This is an optimization exercise on Yosys and OpenROAD, whose aim is small area, a short achievable clock period and few clock cycles, not a production implementation. Only simulation tests tie the RTL to the original design; equivalence was not proved. Power and IR drop assume default switching activity.

**flow/design.v**
```verilog
module passende_enc (
    input  wire        clk,
    input  wire        rst,             
    input  wire [6:0]  cfg_dpg,
    input  wire [1:0]  cfg_round,       
    input  wire [5:0]  cfg_mask_len,
    input  wire [62:0] cfg_mask,
    input  wire        cmd_valid,
    output wire        cmd_ready,
    input  wire [7:0]  cmd,
    input  wire [31:0] op_min,
    input  wire [31:0] op_max,
    input  wire [31:0] op_val,
    input  wire [31:0] op_n,
    output wire        rsp_valid,
    input  wire        rsp_ready,
    output wire [1:0]  rsp_kind,
    output wire [31:0] rsp_cnt,
    output wire        out_valid,
    input  wire        out_ready,
    output wire [7:0]  out_char
);
    localparam [1:0] RSP_DONE    = 2'd0;
    localparam [1:0] RSP_ILLEGAL = 2'd1;
    localparam [2:0] S_IDLE = 3'd0;
    localparam [2:0] S_PREP = 3'd1;    
    localparam [2:0] S_BIT  = 3'd2;    
    localparam [2:0] S_SEP  = 3'd3;    
    localparam [2:0] S_SYM  = 3'd4;    
    localparam [2:0] S_RSP  = 3'd5;    
    localparam [1:0] M_DATA  = 2'd0;   
    localparam [1:0] M_CHECK = 2'd1;   
    localparam [1:0] M_PAD   = 2'd2;   
    reg [31:0] crc;
    reg [31:0] latch;
    reg [5:0]  latch_rem;
    reg [5:0]  cursor;
    reg [3:0]  acc;             
    reg [2:0]  nbits;
    reg [6:0]  rem_in_group;
    reg        out_started;     
    reg [31:0] check_count;
    reg [62:0] mask;
    reg [5:0]  mask_len;
    reg [6:0]  dpg;
    reg        pad_group;
    reg        pad_checks;
    reg [2:0]  state;
    reg [1:0]  mode;
    reg [31:0] cnt;
    reg [31:0] d;
    reg [4:0]  sym;
    reg [1:0]  kind;
    reg        s_flag;
    reg [31:0] a_min, a_max, a_val;
    wire       s_bit    = cmd[5];
    wire       b_bit    = cmd[4];
    wire is_init   = (cmd == 8'h00);
    wire is_wbit   = ((cmd & 8'hEF) == 8'h01);
    wire is_wint   = ((cmd & 8'hDF) == 8'h02);
    wire is_wchk   = (cmd == 8'h03);
    wire is_wchkn  = (cmd == 8'h04);
    wire is_result = (cmd == 8'h05);
    wire is_nchk   = (cmd == 8'h06);
    wire legal     = is_init | is_wbit | is_wint | is_wchk | is_wchkn | is_result | is_nchk;
    wire signed [32:0] min0 = {s_flag & a_min[31], a_min};
    wire signed [32:0] max0 = {s_flag & a_max[31], a_max};
    wire signed [32:0] val0 = {s_flag & a_val[31], a_val};
    wire signed [32:0] lo   = (max0 < min0) ? max0 : min0;
    wire signed [32:0] hi   = (max0 < min0) ? min0 : max0;
    wire signed [32:0] vc   = (val0 < lo) ? lo : ((val0 > hi) ? hi : val0);
    wire [32:0] span_full   = hi - lo;
    wire [32:0] off_full    = vc - lo;
    wire [31:0] span        = span_full[31:0];
    wire [31:0] offset      = off_full[31:0];
    reg [5:0] span_w;
    integer i;
    always @* begin
        span_w = 6'd0;
        for (i = 0; i < 32; i = i + 1)
            if (span[i]) span_w = i[5:0] + 6'd1;
    end
    wire need_snap = (latch_rem == 6'd0);
    wire [31:0] latch_now = need_snap ? crc : latch;
    wire check_bit = latch_now[0];
    wire is_data_bit  = (mode == M_DATA);
    wire is_check_bit = (mode == M_CHECK) | ((mode == M_PAD) & pad_checks);
    wire log_bit = is_data_bit ? d[cnt - 32'd1] : (is_check_bit ? check_bit : 1'b0);
    wire mask_on  = (mask_len != 6'd0);
    wire wire_bit = log_bit ^ (mask_on & mask[cursor]);
    wire [5:0] cursor_inc  = cursor + 6'd1;
    wire [5:0] cursor_next = !mask_on ? 6'd0 : ((cursor_inc == mask_len) ? 6'd0 : cursor_inc);
    wire [31:0] crc_next = (log_bit ? 32'hEDB88320 : 32'h0) ^ (crc >> 1);
    wire        sym_done = (nbits == 3'd4);
    wire [6:0]  rem_base = (rem_in_group == 7'd0) ? dpg : rem_in_group;
    wire        need_sep = (dpg != 7'd0) && (rem_in_group == 7'd0) && out_started;
    wire pad_more = (nbits != 3'd0) || (pad_group && (rem_in_group != 7'd0));
    wire [31:0] cnt_after = (mode == M_PAD) ? cnt : cnt - 32'd1;
    function [7:0] sym_char;
        input [4:0] v;
        begin
            if (v < 5'd26)
                sym_char = 8'h41 + {3'b000, v};
            else case (v)
                5'd26:   sym_char = "2";
                5'd27:   sym_char = "3";
                5'd28:   sym_char = "6";
                5'd29:   sym_char = "7";
                5'd30:   sym_char = "8";
                default: sym_char = "9";
            endcase
        end
    endfunction
    assign cmd_ready = (state == S_IDLE);
    assign rsp_valid = (state == S_RSP);
    assign rsp_kind  = kind;
    assign rsp_cnt   = check_count;
    assign out_valid = (state == S_SEP) || (state == S_SYM);
    assign out_char  = (state == S_SEP) ? 8'h20 : sym_char(sym);
    function more_work;
        input [1:0]  m;
        input [31:0] c;
        input        pm;
        begin
            more_work = (m == M_PAD) ? pm : (c != 32'd0);
        end
    endfunction
    always @(posedge clk) begin
        if (rst) begin
            state        <= S_IDLE;
            crc          <= 32'hFFFFFFFF;
            latch_rem    <= 6'd0;
            cursor       <= 6'd0;
            nbits        <= 3'd0;
            rem_in_group <= 7'd0;
            out_started  <= 1'b0;
            check_count  <= 32'd0;
            mask_len     <= 6'd0;
            dpg          <= 7'd0;
            pad_group    <= 1'b0;
            pad_checks   <= 1'b0;
        end else begin
            case (state)
            S_IDLE: if (cmd_valid) begin
                kind <= RSP_DONE;
                if (!legal) begin
                    kind  <= RSP_ILLEGAL;
                    state <= S_RSP;
                end else if (is_init) begin
                    mask         <= cfg_mask;
                    mask_len     <= cfg_mask_len;
                    dpg          <= cfg_dpg;
                    pad_group    <= cfg_round[0];
                    pad_checks   <= cfg_round[1];
                    crc          <= 32'hFFFFFFFF;
                    latch_rem    <= 6'd0;
                    cursor       <= 6'd0;
                    nbits        <= 3'd0;
                    rem_in_group <= 7'd0;
                    out_started  <= 1'b0;
                    check_count  <= 32'd0;
                    state        <= S_RSP;
                end else if (is_wbit) begin
                    mode  <= M_DATA;
                    d     <= {31'd0, b_bit};
                    cnt   <= 32'd1;
                    state <= S_BIT;
                end else if (is_wint) begin
                    s_flag <= s_bit;
                    a_min  <= op_min;
                    a_max  <= op_max;
                    a_val  <= op_val;
                    state  <= S_PREP;
                end else if (is_wchk) begin
                    mode  <= M_CHECK;
                    cnt   <= 32'd1;
                    state <= S_BIT;
                end else if (is_wchkn) begin
                    mode  <= M_CHECK;
                    cnt   <= op_n;
                    state <= (op_n == 32'd0) ? S_RSP : S_BIT;
                end else if (is_result) begin
                    mode  <= M_PAD;
                    state <= pad_more ? S_BIT : S_RSP;
                end else begin
                    state <= S_RSP;
                end
            end
            S_PREP: begin
                mode  <= M_DATA;
                d     <= offset;
                cnt   <= {26'd0, span_w};
                state <= (span_w == 6'd0) ? S_RSP : S_BIT;
            end
            S_BIT: begin
                if (is_data_bit) begin
                    crc       <= crc_next;
                    latch_rem <= 6'd0;
                end else if (is_check_bit) begin
                    latch       <= latch_now >> 1;
                    latch_rem   <= (need_snap ? 6'd32 : latch_rem) - 6'd1;
                    check_count <= check_count + 32'd1;
                end
                cursor <= cursor_next;
                cnt    <= cnt_after;
                if (sym_done) begin
                    sym   <= {acc, wire_bit};
                    nbits <= 3'd0;
                    if (dpg != 7'd0)
                        rem_in_group <= rem_base - 7'd1;
                    state <= need_sep ? S_SEP : S_SYM;
                end else begin
                    acc   <= {acc[2:0], wire_bit};
                    nbits <= nbits + 3'd1;
                    if (mode == M_PAD)
                        state <= S_BIT;    
                    else
                        state <= (cnt_after != 32'd0) ? S_BIT : S_RSP;
                end
            end
            S_SEP: if (out_ready) state <= S_SYM;
            S_SYM: if (out_ready) begin
                out_started <= 1'b1;
                state <= more_work(mode, cnt, pad_more) ? S_BIT : S_RSP;
            end
            S_RSP: if (rsp_ready) state <= S_IDLE;
            default: state <= S_IDLE;
            endcase
        end
    end
endmodule
```
**flow/run.sh**
```bash
#!/bin/bash
# synth_recipe.tcl (not shown) runs the flow's synth.tcl, then flattens the netlist and writes it again
# the make line also repeats each setting of config.mk as NAME=value (left out here)
make -C /OpenROAD-flow-scripts/flow DESIGN_CONFIG=/design/flow/config.mk WORK_HOME=/design/flow/orfs CLKGATE_MAP_FILE= SYNTH_SCRIPT=/design/flow/synth_recipe.tcl finish
```
**flow/config.mk**
```make
export PLATFORM = sky130hd
export DESIGN_NAME = passende_enc
export DESIGN_NICKNAME = passende_enc
export VERILOG_FILES = /design/flow/design.v
export SDC_FILE = /design/flow/constraint.sdc
export NUM_CORES = 4
export LEC_CHECK = 0
export CAP_MARGIN = 20
export CORE_MARGIN = 2
export CORE_UTILIZATION = 25
export PLACE_DENSITY = 0.5
export SLEW_MARGIN = 20
```
**flow/constraint.sdc**
```tcl
create_clock -name core_clock -period 10.0 [get_ports {clk}]
set_input_delay 2.0000 -clock core_clock [delete_from_list [all_inputs] [get_ports {clk}]]
set_output_delay 2.0000 -clock core_clock [all_outputs]
set_load 0.01 [all_outputs]
```
==> results.py <==
metrics = {
    "yosys": {
        "mean_area_per_synthesized_cell_um2": 9.56,
        "most_used_flip_flop_cell_after_synthesis": "sky130_fd_sc_hd__edfxtp_1",
        "yosysSeqAreaShare": 0.423,
        "asyncSetResetFlopFracSynth": 0,
        "netlist_instances": 2503,
        "synth-edff-count": 267,
        "yosysTopAreaCell": "sky130_fd_sc_hd__edfxtp_1",
        "synth-warning-count": 1,
        "ranking_of_synthesized_cells_by_area": "sky130_fd_sc_hd__edfxtp_1, sky130_fd_sc_hd__dfxtp_1, sky130_fd_sc_hd__ha_1",
        "yosys-top-cells-count": "sky130_fd_sc_hd__nand2_1, sky130_fd_sc_hd__edfxtp_1, sky130_fd_sc_hd__nor2_1, sky130_fd_sc_hd__o21ai_0, sky130_fd_sc_hd__a21oi_1",
        "synth.ff_latch_count": 372,
        "yosysMostFrequentCell": "sky130_fd_sc_hd__nand2_1",
        "ys_types": 97,
        "netlist_area_um2": 23900,
        "synth_top_cell_area_share": 0.335,
    },
    "timing": {
        "worst-slew-pin-transition_ps": 946,
        "final_min_period_over_clock_period": 0.919,
        "hold_viol": 0,
        "clock.fmax_ghz": 0.109,
        "grt_setup_unrepaired": "no",
        "clock_skew_ps": 23.8,
        "timing.final.crit_period_ps": 9190,
        "setup_slack_ps": 814,
        "final.setup.tns_ps": 0,
        "setup-violations-final": 0,
        "max-slew-margin-rel": 0.353,
        "slew_viol_final": 0,
    },
    "critical_path": {
        "start_kind": "flip-flop",
        "critical-path-max-stage-delay_ps": 510,
        "worst-setup-path-type": "flip-flop to flip-flop",
        "crit_path_max_fo": 67,
        "worst_path_max_delay_cell": "sky130_fd_sc_hd__ha_1",
        "critPathRequiredTime_ps": 10370,
        "timing.critical_path.arrival_ps": 9550,
        "cp_capture_type": "flip-flop",
    },
    "place": {
        "port-buffer-count": 261,
        "dp_worst_setup_slack_ps": 722,
        "place.detailed.hpwl_um": 57400,
        "place_congestion": 0.904,
        "placed_area_um2": 28000,
        "placed_cells": 3952,
    },
    "global_routing": {
        "global_route.usage.total": 0.150,
        "largest_net_degree_at_the_start_of_global_routing": 76,
        "initial_antenna_violation_count": 5,
        "overflow": 0,
        "via_count_of_the_first_global_routing_pass": 19100,
        "first_pass_grt_wire_length_um": 115000,
    },
    "routing": {
        "drt_iter0_drc": 1431,
        "routed-via-count": 19700,
        "routedWlPerCell_um": 18.7,
        "ant_nets": 0,
        "detail_route.vias_per_cell": 4.86,
        "drtPass1Iterations": 5,
        "detail_route.drc_violations": 0,
        "wirelength_um": 75500,
    },
    "cts": {
        "insertion_delay_ps": 640,
        "cts_buffer_depth": 3,
        "clock_tree_from_tritoncts": "done",
        "post-cts-setup-buffers": 0,
        "cts.clk_slew.worst_paths_ps": 80,
        "cts_hold_buf": 0,
        "h_tree_levels": 2,
        "number_of_sinks_on_the_clock_net": 372,
        "clock_tree.root_cell": "sky130_fd_sc_hd__clkbuf_16",
        "tritoncts.num_buffers": 47,
    },
    "floorplanning": {
        "floorplan_core_area_um2": 95000,
        "die_area_um2": 98300,
        "initial_utilization": 0.252,
        "placement_rows": 113,
        "ios": 264,
        "floorplan.die.width_um": 313,
        "die_h_um": 313,
    },
    "pwr": {
        "worst_ir_drop_vdd_mv": 0.111,
        "report.power.total_mw": 4.48,
        "power_per_cell_area_nw_per_um2": 151,
        "power.leakage_nw": 10.5,
    },
    "finish": {
        "layout.nets": 3095,
        "area_growth_syn_to_layout_pct": 23.8,
        "postLayoutCellArea_um2": 29600,
        "drive_gt1_frac": 0.0837,
        "finalNonFillerCells": 4040,
    },
    "hold_path": {
        "worstHoldPathType": "flip-flop to flip-flop",
    },
    "flow_run": {
        "maxCapViolCount": 0,
    },
    "outcome": {
        "result_of_the_run": "timing/DRC/antenna clean",
    },
}
-- layout make-up --
class | count | area [um^2]
Clock buffer | 62 | 1300
Tap cell | 1265 | 1580
Fill cell | 9963 | 65400
Inverter | 87 | 327
Timing Repair Buffer | 296 | 2880
Multi-Input combinational cell | 1932 | 13100
Clock inverter | 23 | 283
Sequential cell | 372 | 10100
Antenna cell | 3 | 7.51
-- stage by stage --
step | utilization | hold slack (ps)
final | 0.312 | 413
after detailed placement | 0.295 | 406
after global routing | 0.312 | 428
after CTS | 0.312 | 416
after floorplan | - | 400
after global placement | 0.295 | 401
-- worst max-delay path, delay by kind of cell, from the launching register on --
kind | cells | cell delay [ps]
AO/OA/AOI/OAI | 25 | 4800
adder cells (fa/ha/maj) | 4 | 1440
AND/OR/NAND/NOR | 12 | 1400
buffers and inverters | 3 | 610
flip-flops | 1 | 450
XOR/XNOR | 1 | 190
-- where the power goes --
part | internal (mW) | switching, mW | total [mW]
Combinational | 0.339 | 0.481 | 0.820
Sequential | 1.79 | 0.0866 | 1.88
Clock | 1.05 | 0.734 | 1.78
Total | 3.18 | 1.30 | 4.48
-- layer usage --
layer,track usage,vias up,share of wire
li1,-,9773,-
met1,0.207,9275,0.47
met2,0.233,497,0.44
met3,0.0294,105,0.056
met4,0.0547,4,0.031
met5,0,-,0.00044
-- sequential cells by signal, summed over array words and instances, names as in the netlist, 2 cells and up --
register,flops
mask,63
a_val,32
crc,32
cnt,32
nbits,3
latch,31
d,32
sym,5
dpg,7
mask_len,6
state,3
a_max,32
rem_in_group,7
a_min,32
cursor,6
mode,2
acc,4
check_count,32
latch_rem,6
-- logic make-up (layout without fill, tap and decap cells) --
group	count (synthesis)	count (layout)	share of synthesized area
AND/OR/NAND/NOR	888	888	0.178
AO/OA/AOI/OAI	660	660	0.180
flip-flops	372	372	0.423
buffers and inverters	200	468	0.0332
adder cells (fa/ha/maj)	140	140	0.0735
XOR/XNOR	125	125	0.0460
multiplexers	117	117	0.0660
other	1	5	0.000157
-- layout by cell type (no fill, tap or decap), types with 11 or more instances in the layout --
cell type and instances:
sky130_fd_sc_hd__nand2_1 270, sky130_fd_sc_hd__edfxtp_1 267, sky130_fd_sc_hd__clkdlybuf4s50_1 260, sky130_fd_sc_hd__nor2_1 219, sky130_fd_sc_hd__o21ai_0 190, sky130_fd_sc_hd__a21oi_1 149, sky130_fd_sc_hd__ha_1 139, sky130_fd_sc_hd__dfxtp_1 105
sky130_fd_sc_hd__inv_1 87, sky130_fd_sc_hd__nor3_1 78, sky130_fd_sc_hd__xor2_1 69, sky130_fd_sc_hd__xnor2_1 55, sky130_fd_sc_hd__mux2i_1 51, sky130_fd_sc_hd__nand3_1 50, sky130_fd_sc_hd__nand2b_1 49, sky130_fd_sc_hd__clkbuf_16 48
sky130_fd_sc_hd__mux2_2 36, sky130_fd_sc_hd__buf_4 34, sky130_fd_sc_hd__nor2b_1 33, sky130_fd_sc_hd__or3_1 33, sky130_fd_sc_hd__and3_1 30, sky130_fd_sc_hd__mux4_2 29, sky130_fd_sc_hd__o21a_1 26, sky130_fd_sc_hd__o22ai_1 25
sky130_fd_sc_hd__and2_1 23, sky130_fd_sc_hd__o211ai_1 23, sky130_fd_sc_hd__o21bai_1 23, sky130_fd_sc_hd__nand4_1 22, sky130_fd_sc_hd__nor4_1 22, sky130_fd_sc_hd__a211oi_1 21, sky130_fd_sc_hd__a21o_1 20, sky130_fd_sc_hd__a21boi_0 17
sky130_fd_sc_hd__a31oi_1 14, sky130_fd_sc_hd__o31ai_1 12, sky130_fd_sc_hd__or2_2 11
-- timing repair --
| action | CTS | global route |
|---|---|---|
| endpoints found under the setup margin | 0 | 7 |
| hold endpoints to repair | 0 | 0 |
| gates resized for setup | 0 | 3 |
-- worst paths after layout --
kind / to / depth (start not counted) / startpoint / slack (ps)
setup / recovery: d[30] / 45 / a_max[16] / 810
hold / removal: sym[4] / 0 / acc[3] / 410
setup reg to reg: d[30] / 45 / a_max[16] / 810
hold reg to reg: sym[4] / 0 / acc[3] / 410
Testbench counts, summed over its fixed seeds: cycles 36,479.

## re-timing with driven ports
The flow's constraints put no driver on any port. The routed layout listed below was extracted and timed again, unchanged, in two steps.
Step 1 sets driving cells, clkbuf_16 on the clock port and buf_2 on the other inputs (assumed; they add their load-dependent delay and slew).
Step 2 moves the port delays by t, midway between the first and last clock arrival at a register: inputs arrive t later, outputs are due t later. That takes back most of the time a late clock gives input paths.
Slacks: no drivers / after step 1 / after step 2; pairs: no drivers / after step 1.
t (ns): 0.690
setup WS [ns]: 0.814 / 0.814 / 0.814
hold slack, ns: 0.413 / 0.413 / 0.413
worst data-port slew with drivers (ns): 0.13
After both steps setup and hold are still met in this run. For this run, drivers alone change the setup slack by 0.000 ns; drivers and shift together by 0.000 ns.
